What follows belongs to an exercise in optimizing a design on an open flow for small area, a short achievable clock period and few clock cycles; a production flow would make more cautious choices. Where RTL was checked, it was by simulation tests only, not by an equivalence proof against the original. No activity file was given, so power comes from the tool's default toggle rates.

Setup of nickel:
Design obd_rx, start of the top module:
module obd_rx (
    input  wire        clk,
    input  wire        rst,
    input  wire        start,
    input  wire [1:0]  proto,     
    input  wire [7:0]  pid,
    input  wire [7:0]  mode,
    input  wire [7:0]  cap,       
    input  wire [17:0] per,       
    output wire        idle,
    input  wire        e_valid,
    output wire        e_ready,
    input  wire [31:0] e_time,
    input  wire        e_end,     
    output reg         o_valid,
    output reg  [7:0]  o_data,
    output reg         done,
    output reg  [7:0]  status,
    output reg  [7:0]  count,     
    output reg  [6:0]  nbytes,    
    output reg         framing    
);
Settings: LEC_CHECK=0, ABC_AREA=1, CAP_MARGIN=20, CORE_MARGIN=2, CORE_UTILIZATION=60, CTS_BUF_LIST=sky130_fd_sc_hd__clkbuf_8, SLEW_MARGIN=20; clock period 10.0 ns.
standard.sh (not shown) runs the stock make flow with config.mk's settings and CLKGATE_MAP_FILE= SYNTH_SCRIPT=/design/flow/synth_recipe.tcl, a recipe that flattens the netlist after the stock synthesis.
==> flow/flow/run.sh <==
#!/bin/bash
# Standard layout, with timing repair aiming below the clock period and
# small port buffers (the repair upsizes those that need it).
export SETUP_SLACK_MARGIN=6.5
export BUFFER_PORTS_ARGS="-buffer_cell sky130_fd_sc_hd__buf_2"
bash standard.sh > standard.log 2>&1
nickel went all the way through synthesis, placement and routing and the layout is clean on timing, DRC and antenna.
Testbench counts of nickel, summed over its fixed seeds: cycles 18,436.
Here is what was changed in the inputs of garnet compared with nickel.
# nickel
export LEC_CHECK = 0
export ABC_AREA = 1
export CAP_MARGIN = 20
export CORE_MARGIN = 2
export CORE_UTILIZATION = 60
export CTS_BUF_LIST = sky130_fd_sc_hd__clkbuf_8
export SLEW_MARGIN = 20
create_clock -name core_clock -period 10.0 [get_ports {clk}]
# garnet
export LEC_CHECK = 0
export ABC_AREA = 1
export CAP_MARGIN = 20
export CORE_MARGIN = 2
export CORE_UTILIZATION = 40
export SLEW_MARGIN = 20
create_clock -name core_clock -period 10.0 [get_ports {clk}]
==> flow/flow/run.sh <==
#!/bin/bash
# Standard layout, with timing repair aiming below the clock period.
export SETUP_SLACK_MARGIN=6.5
bash standard.sh > standard.log 2>&1
Findings:
Reported for nickel and garnet, total inserted antenna cells turned out identical to the last digit.
Relative to nickel, flip-flop and latch share of the layout cell area decreased by 1.9 points in garnet.
garnet — area of placed instances 860 um^2 higher, nickel as reference
garnet gives more routed length on met1 than nickel did.
Combinational share of power delta (garnet -> nickel): insignificant
Wire length on garnet is behind nickel.
garnet vs. nickel: net switching fraction of the power went down by 1.2 points.
Compared with nickel, garnet shows number of clock buffers in the layout that has gone down by more than 10%.
First-pass GRT wire length delta (garnet − nickel): unfavourable
Total number of vias ended up 410 lower on garnet than on nickel.
Async set-reset flop share out of synthesis came out exactly the same in nickel and garnet.

Setup of old:
Another version of the RTL of obd_rx (not shown whole).
Size in the first run: roughly 340 flip-flops, about 120 I/O pins.
Settings: LEC_CHECK=0, ABC_AREA=1, CAP_MARGIN=20, CORE_MARGIN=2, CORE_UTILIZATION=60, CTS_BUF_LIST=sky130_fd_sc_hd__clkbuf_8, SLEW_MARGIN=20; clock period 10.0 ns.
==> flow/flow/run.sh <==
#!/bin/bash
# Standard layout, with timing repair aiming below the clock period and
# small port buffers (the repair upsizes those that need it).
export SETUP_SLACK_MARGIN=6.5
export BUFFER_PORTS_ARGS="-buffer_cell sky130_fd_sc_hd__buf_2"
bash standard.sh > standard.log 2>&1
Here is what was changed in the inputs of new compared with old.
# old
export LEC_CHECK = 0
export ABC_AREA = 1
export CAP_MARGIN = 20
export CORE_MARGIN = 2
export CORE_UTILIZATION = 60
export CTS_BUF_LIST = sky130_fd_sc_hd__clkbuf_8
export SLEW_MARGIN = 20
create_clock -name core_clock -period 10.0 [get_ports {clk}]
# new
export LEC_CHECK = 0
export ABC_AREA = 1
export CAP_MARGIN = 20
export CORE_MARGIN = 2
export CORE_UTILIZATION = 70
export CTS_BUF_LIST = sky130_fd_sc_hd__clkbuf_16
export CTS_CLUSTER_DIAMETER = 80
export CTS_CLUSTER_SIZE = 30
export SLEW_MARGIN = 20
create_clock -name core_clock -period 10.0 [get_ports {clk}]
-- flow/flow/run.sh --
<<< old, line 5
export BUFFER_PORTS_ARGS="-buffer_cell sky130_fd_sc_hd__buf_2"
>>> new, line 5
export BUFFER_PORTS_ARGS="-buffer_cell sky130_fd_sc_hd__buf_1"
Notes after the runs:
Looking at the reports, new completed the entire flow and the layout it produced met the timing, DRC and antenna checks. Against old, new reports a number of gates on the worst path with buffers counted that is higher. Taking old as the reference point, the area taken by multi-input logic gates of new rises by 2.7%. new vs old: layout overhead on the synthesized area down in new. Final cell count: new vs old down 116. new vs. old: power went down 4.8%, number of buffers created by CTS went down 39.
No functional check of the RTL was part of any run of this note.

obd_rx, a different RTL version from the one above (not shown whole).
Size in the first run: roughly 360 flip-flops, roughly 120 I/O pins, ~25000 um^2 of cells after synthesis.
==> flow/config.mk <==
export PLATFORM = sky130hd
export DESIGN_NAME = obd_rx
export DESIGN_NICKNAME = obd_rx
export VERILOG_FILES = /design/flow/design.v
export SDC_FILE = /design/flow/constraint.sdc
export NUM_CORES = 4
export LEC_CHECK = 0
export ABC_AREA = 1
export CAP_MARGIN = 20
export CORE_MARGIN = 2
export CORE_UTILIZATION = 40
export SETUP_SLACK_MARGIN = 5
export SLEW_MARGIN = 20
==> flow/constraint.sdc <==
create_clock -name core_clock -period 10.0 [get_ports {clk}]
set_input_delay 2.0000 -clock core_clock [delete_from_list [all_inputs] [get_ports {clk}]]
set_output_delay 2.0000 -clock core_clock [all_outputs]
set_load 0.01 [all_outputs]
run.sh (not shown) runs the stock make flow with config.mk's settings and CLKGATE_MAP_FILE= SYNTH_SCRIPT=/design/flow/synth_recipe.tcl, a recipe that flattens the netlist after the stock synthesis.
Stock flow here: none of the scripts above is used.
The first run finished with timing, DRC and antenna clean.
Then changed:
- SETUP_SLACK_MARGIN: 5 -> not set
Utilization barely changes.
Count of clock-buffer cells in the layout does not change.
Cell area barely changes.
Non-clock buffer count came out lower by 2.
Total power is about the same.
Fmax drops by 9.9%.
Setup slack loses 490 ps.
No run of this note included a check of the RTL's function; only the layout flow was run.

## re-timing with driven ports
The flow's constraints put no driver on any port. The routed layouts listed below were extracted and timed again, unchanged, in two steps.
Step 1 sets driving cells, clkbuf_16 on the clock port and buf_2 on the other inputs (assumed; they add their load-dependent delay and slew).
Step 2 moves the port delays by t, midway between the first and last clock arrival at a register: inputs arrive t later, outputs are due t later. That takes back most of the time a late clock gives input paths.
Slacks: ideal ports / drivers / drivers and shift; pairs: ideal ports / drivers.
run | t (ns) | setup WS [ns] | worst setup path at the end | latest minus earliest clock arrival (ns) | pins driven straight from the clock port
nickel | 0.700 | 6.545 / 6.568 / 5.868 | input to register | 0.033 / 0.034 | 1
garnet | 0.629 | 6.454 / 6.496 / 5.867 | input to register | 0.023 / 0.023 | 1
old | 0.711 | 6.523 / 6.557 / 5.847 | input to register | 0.046 / 0.047 | 1
new | 0.593 | 6.395 / 6.395 / 5.932 | input to register | 0.028 / 0.028 | 1
the first run of note 3 | 0.635 | 5.543 / 5.543 / 5.515 | input to register | 0.023 / 0.023 | 1
the second run of note 3 | 0.635 | 5.053 / 5.053 / 5.053 | register to register | 0.023 / 0.023 | 1
After both steps every run listed still meets setup and hold. The setup slack of nickel, which loses most, moves by +0.023 ns with the drivers and by -0.677 ns with both steps.
